This design comes from an exercise in tuning for small area on the open sky130 flow, not from production work. RTL that was checked went through simulation tests only; none was proved equivalent to the original. No driver is modelled on the clock port, so clocking that relies on it looks cheaper here than on a real chip. No activity file was given, so power comes from the tool's default toggle rates.

run C:
==> module crc32_dbit, before the edit <==
module crc32_dbit #(
    parameter TAP = 1'b0,
    parameter LD  = 1'b0
) (
    input  wire o,       
    input  wire o_up,    
    input  wire d,       
    input  wire p,       
    input  wire q,       
    input  wire ld,      
    input  wire fb,      
    output wire y
);
    wire keep = (p & o_up) | (q & o);
    assign y = (keep ^ (fb & TAP)) | (d & ld & LD);
endmodule
export LEC_CHECK = 0
export CAP_MARGIN = 20
export CORE_MARGIN = 2
export CORE_UTILIZATION = 40
export SLEW_MARGIN = 20
export SYNTH_HIERARCHICAL = 1
export SYNTH_MEMORY_MAX_BITS = 65536
export SYNTH_MINIMUM_KEEP_SIZE = 0
create_clock -name core_clock -period 8.0 [get_ports {clk}]
standard.sh (not shown) runs the stock make flow with config.mk's settings and CLKGATE_MAP_FILE= SYNTH_SCRIPT=/design/flow/synth_recipe.tcl, a recipe that flattens the netlist after the stock synthesis.
==> flow/flow/run.sh <==
#!/bin/bash
# Layout: the standard flow (standard.sh), with these changes:
#  - after floorplan, every combinational cell is sized down to the smallest
#    cell of its function (flow/downsize.tcl); repair_design and
#    repair_timing size up again where needed;
#  - the port buffers are the smallest buffer (buf_1) instead of the
#    buffer_ports default;
#  - clock tree synthesis uses clkbuf_4, in clusters of at most 10 sinks,
#    and inserts no dummy load cells; after it, a clock buffer whose sinks
#    see too slow a slew is sized up (flow/clkfix.tcl).
# Every input and output port still gets its own buffer. The output of the
# whole run goes to flow_run.log in this folder; ORFS keeps each step's log
# under orfs/logs/.
set -euo pipefail
here=$(pwd)
bash standard.sh \
  POST_FLOORPLAN_TCL="$here/flow/downsize.tcl" \
  POST_CTS_TCL="$here/flow/clkfix.tcl" \
  BUFFER_PORTS_ARGS="-buffer_cell sky130_fd_sc_hd__buf_1" \
  CTS_ARGS="-sink_clustering_enable -repair_clock_nets -dont_use_dummy_load -buf_list sky130_fd_sc_hd__clkbuf_4 -sink_clustering_size 10" \
  finish > flow_run.log 2>&1
Other scripts of this flow, unchanged in this note and not shown: flow/flow/clkfix.tcl, flow/flow/downsize.tcl
#### Input delta (run X over run C)
diff --git a/flow/design.v b/flow/design.v
--- a/flow/design.v
+++ b/flow/design.v
@@ -23,14 +23,23 @@
     input  wire p,       
     input  wire q,       
     input  wire ld,      
     input  wire fb,      
     output wire y
 );
-    wire keep = (p & o_up) | (q & o);
-    assign y = (keep ^ (fb & TAP)) | (d & ld & LD);
+    generate
+        if (TAP && LD) begin : g_tl
+            wire keep_n, k;
+            crc32_a22oi u_k (.a1(p), .a2(o_up), .b1(q), .b2(o), .y(keep_n));
+            crc32_xnor2 u_f (.a(keep_n), .b(fb), .y(k));
+            crc32_a21o  u_y (.a1(d), .a2(ld), .b1(k), .y(y));
+        end else begin : g_b
+            wire keep = (p & o_up) | (q & o);
+            assign y = (keep ^ (fb & TAP)) | (d & ld & LD);
+        end
+    endgenerate
 endmodule
 module crc32_nor2   (input wire a, b, output wire y);       assign y = !(a | b);                endmodule
 module crc32_nor3   (input wire a, b, c, output wire y);    assign y = !(a | b | c);            endmodule
 module crc32_nand2  (input wire a, b, output wire y);       assign y = !(a & b);                endmodule
 module crc32_nand3  (input wire a, b, c, output wire y);    assign y = !(a & b & c);            endmodule
 module crc32_nand4  (input wire a, b, c, d, output wire y); assign y = !(a & b & c & d);        endmodule
@@ -45,12 +54,14 @@
 module crc32_nor4b  (input wire a, b, c, dn, output wire y); assign y = !a & !b & !c & dn;      endmodule
 module crc32_o21a   (input wire a1, a2, b1, output wire y); assign y = (a1 | a2) & b1;         endmodule
 module crc32_a21boi (input wire a1, a2, b1n, output wire y); assign y = !(a1 & a2) & b1n;       endmodule
 module crc32_a21oi  (input wire a1, a2, b1, output wire y); assign y = !((a1 & a2) | b1);       endmodule
 module crc32_a211oi (input wire a1, a2, b1, c1, output wire y); assign y = !((a1 & a2) | b1 | c1); endmodule
 module crc32_a31o   (input wire a1, a2, a3, b1, output wire y); assign y = (a1 & a2 & a3) | b1; endmodule
+module crc32_a21o   (input wire a1, a2, b1, output wire y); assign y = (a1 & a2) | b1;         endmodule
+module crc32_a22oi  (input wire a1, a2, b1, b2, output wire y); assign y = !((a1 & a2) | (b1 & b2)); endmodule
 module crc32_a22o   (input wire a1, a2, b1, b2, output wire y); assign y = (a1 & a2) | (b1 & b2); endmodule
 module crc32_a221o  (input wire a1, a2, b1, b2, c1, output wire y); assign y = (a1 & a2) | (b1 & b2) | c1; endmodule
 module crc32_engine (
     input  wire        clk,
     input  wire        rst,
     input  wire        cmd_valid,
## What came out
Run X reached the end of the flow, and the finished layout is clean on the timing, DRC and antenna checks. Compared with run C, run X shows a higher area growth from synthesis to layout. Run C and run X ended up with nearly the same final cell count. Compared to run C, the router laid down more metal wire for run X. As far as die area is concerned, run C and run X perform about the same. In run X relative to run C, power had gone up slightly. met3 wire length was lower in the run labelled run C. In the metrics for run C and run X, the one carrying the higher clock group share of total power is run X. Run X falls short of run C in static power due to leakage. Summary: setup slack after layout, run X better than run C.
Only the layout flow was run in run X; the RTL was not checked for function there.

Another version of the RTL of crc32_engine (not shown whole).
Size: ~290 cells after synthesis, about 73 flip-flops, ~77 I/O pins.
clock: 8.0 ns
lec_check: 0
cap_margin: 20
core_margin: 2
core_utilization: 40
slew_margin: 20
synth_hierarchical: 1
synth_memory_max_bits: 65536
synth_minimum_keep_size: 0
Scripts as last shown in full above: flow/flow/run.sh
Other scripts of this flow, unchanged in this note and not shown: flow/flow/clkfix.tcl, flow/flow/downsize.tcl
The starting point completed with no timing, DRC or antenna violations.
Edit:
--- a/flow/design.v
+++ b/flow/design.v
@@ -86,31 +86,30 @@
     reg [4:0]  cnt_q;     
     wire [2:0] op = op_q;
     wire [4:0] c  = cnt_q;
     wire [7:0] k  = cmd;
     wire ready, acc;
     crc32_nor3  u_rdy (.a(op[2]), .b(op[1]), .c(op[0]), .y(ready));
     crc32_and3b u_acc (.an(rst), .b(cmd_valid), .c(ready), .y(acc));
-    wire z, n0, az, azn, w, azw;
+    wire z, n0, az, w, azw;
     crc32_nor3  u_z   (.a(k[7]), .b(k[3]), .c(k[2]), .y(z));       
     crc32_nor2  u_n0  (.a(k[1]), .b(k[0]), .y(n0));                
     crc32_and2  u_az  (.a(acc), .b(z), .y(az));
-    crc32_and2  u_azn (.a(az), .b(n0), .y(azn));
     crc32_nor2b u_w   (.a(k[6]), .bn(k[5]), .y(w));                
     crc32_and2  u_azw (.a(az), .b(w), .y(azw));
     wire [3:0] dm;
     crc32_o21a   u_dm0 (.a1(k[4]), .a2(n0), .b1(azw), .y(dm[0]));
     crc32_a21boi u_dm1 (.a1(k[4]), .a2(n0), .b1n(dm[0]), .y(dm[1]));
     crc32_o21a   u_dm2 (.a1(k[1]), .a2(n0), .b1(dm[1]), .y(dm[2]));
     crc32_o21a   u_dm3 (.a1(k[0]), .a2(n0), .b1(dm[2]), .y(dm[3]));
     wire a_load;
     crc32_nor2b u_ald (.a(k[4]), .bn(dm[0]), .y(a_load));
     wire t6, a_tab;
-    crc32_and3b u_t6  (.an(k[4]), .b(k[6]), .c(k[5]), .y(t6));
-    crc32_and2  u_tab (.a(azn), .b(t6), .y(a_tab));
+    crc32_and4b u_t6  (.an(k[4]), .b(k[6]), .c(k[5]), .d(n0), .y(t6));
+    crc32_and2  u_tab (.a(az), .b(t6), .y(a_tab));
     wire nk654, lg, nlegal, e1, err_d;
     crc32_nand3 u_nk654 (.a(k[6]), .b(k[5]), .c(k[4]), .y(nk654));
     crc32_a22o  u_lg    (.a1(w), .a2(k[4]), .b1(n0), .b2(nk654), .y(lg));
     crc32_nand2 u_nl    (.a(z), .b(lg), .y(nlegal));
     wire k654, go;
     crc32_or3   u_k654 (.a(k[6]), .b(k[5]), .c(k[4]), .y(k654));
     crc32_and3  u_go   (.a(az), .b(lg), .c(k654), .y(go));
@@ -135,38 +134,40 @@
     wire [31:0] sn_nxt = {sn_in, sn[31:1]};
     wire [31:0] sn_d;
     genvar i;
     generate
         for (i = 0; i < 32; i = i + 1) begin : g_s
             crc32_sbit #(.TAP(i < 31 ? POLY[i] : 1'b0)) u_s (
                 .s(sn[i]), .s_up(sn_nxt[i]), .d(din[i]), .p(p_s[i / 16]),
-                .q(q_s[i / 16]), .dm(dm[i / 8]), .fb(fb_s[i / 16]), .y(sn_d[i]));
+                .q(q_s[i / 16]), .dm(dm[i / 8]), .fb(fb_s[i < 21 ? 0 : 1]), .y(sn_d[i]));
         end
     endgenerate
     always @(posedge clk)
         sn <= sn_d;
     wire fb_d, xn, d_in;
-    wire [1:0] p_d, q_d;
+    wire [2:0] p_d, q_d;
     wire nop2, clr_d;
     crc32_inv   u_nop2 (.a(op[2]), .y(nop2));
     crc32_or2   u_clrd (.a(rst), .b(a_tab), .y(clr_d));
     crc32_nor2  u_pd0  (.a(rst), .b(nop2), .y(p_d[0]));           
     crc32_nor2  u_pd1  (.a(rst), .b(nop2), .y(p_d[1]));
+    crc32_nor2  u_pd2  (.a(rst), .b(nop2), .y(p_d[2]));
     crc32_nor2  u_qd0  (.a(op[2]), .b(clr_d), .y(q_d[0]));
     crc32_nor2  u_qd1  (.a(op[2]), .b(clr_d), .y(q_d[1]));
+    crc32_nor2  u_qd2  (.a(op[2]), .b(clr_d), .y(q_d[2]));
     crc32_and4b u_fbd (.an(rst), .b(op[2]), .c(op[1]), .d(d_q[0]), .y(fb_d));   
     crc32_xnor2 u_xn  (.a(sn[0]), .b(op[0]), .y(xn));
     crc32_mux2  u_din (.a0(xn), .a1(d_q[0]), .s(op[1]), .y(d_in));
     wire [31:0] d_nxt = {d_in, d_q[31:1]};
     wire [31:0] d_d;
     generate
         for (i = 0; i < 32; i = i + 1) begin : g_d
             crc32_dbit #(.TAP(i < 31 ? POLY[i] : 1'b0), .LD(i < 8 ? 1'b1 : 1'b0)) u_d (
-                .o(d_q[i]), .o_up(d_nxt[i]), .d(din[i]), .p(p_d[i / 16]),
-                .q(q_d[i / 16]), .ld(a_tab), .fb(fb_d), .y(d_d[i]));
+                .o(d_q[i]), .o_up(d_nxt[i]), .d(din[i]), .p(p_d[i < 8 ? 0 : i < 16 ? 1 : 2]),
+                .q(q_d[i < 8 ? 0 : i < 16 ? 1 : 2]), .ld(a_tab), .fb(fb_d), .y(d_d[i]));
         end
     endgenerate
     always @(posedge clk)
         d_q <= d_d;
     wire e, last, nd;
     wire [2:0] op_d;
     crc32_nand4 u_e    (.a(c[3]), .b(c[2]), .c(c[1]), .d(c[0]), .y(e));
The changed run produced a clean layout.
Clock power stays flat.
Power went down slightly.
Setup slack loses 38 ps.
Core utilization hardly moves.
Non-clock buffer count came out lower by 1.
Routed wire length went up slightly.
Worst hold slack is worse by 3.7 ps.
For the first run of this note, only the layout was checked, not whether the RTL still works.

==> re-timing with driven ports <==
The flow's constraints put no driver on any port. The routed layouts listed below were extracted and timed again, unchanged, in two steps.
Step 1 sets driving cells, clkbuf_16 on the clock port and buf_2 on the other inputs (assumed; they add their load-dependent delay and slew).
Step 2 also shifts input and output timing later by t, the mid clock arrival at the registers, as if the neighbouring blocks saw the same clock.
Three values: no drivers, after step 1, after step 2; two values: the first two.
run | t (ns) | setup WS [ns] | worst hold slack (ns) | latest minus earliest clock arrival (ns) | worst register clock-pin slew, ns
run C | 0.409 | 3.376 / 3.367 / 2.958 | 0.474 / 0.474 / 0.474 | 0.023 / 0.023 | 0.10 / 0.10
run X | 0.428 | 3.405 / 3.400 / 2.972 | 0.477 / 0.477 / 0.477 | 0.018 / 0.018 | 0.10 / 0.10
the first run of note 2 | 0.411 | 3.463 / 3.456 / 3.045 | 0.481 / 0.481 / 0.481 | 0.028 / 0.029 | 0.10 / 0.10
the second run of note 2 | 0.414 | 3.425 / 3.416 / 3.002 | 0.478 / 0.478 / 0.478 | 0.028 / 0.028 | 0.11 / 0.11
After both steps setup and hold are still met in every run listed. The setup slack of run X, which loses most, moves by -0.005 ns with the drivers and by -0.433 ns with both steps.
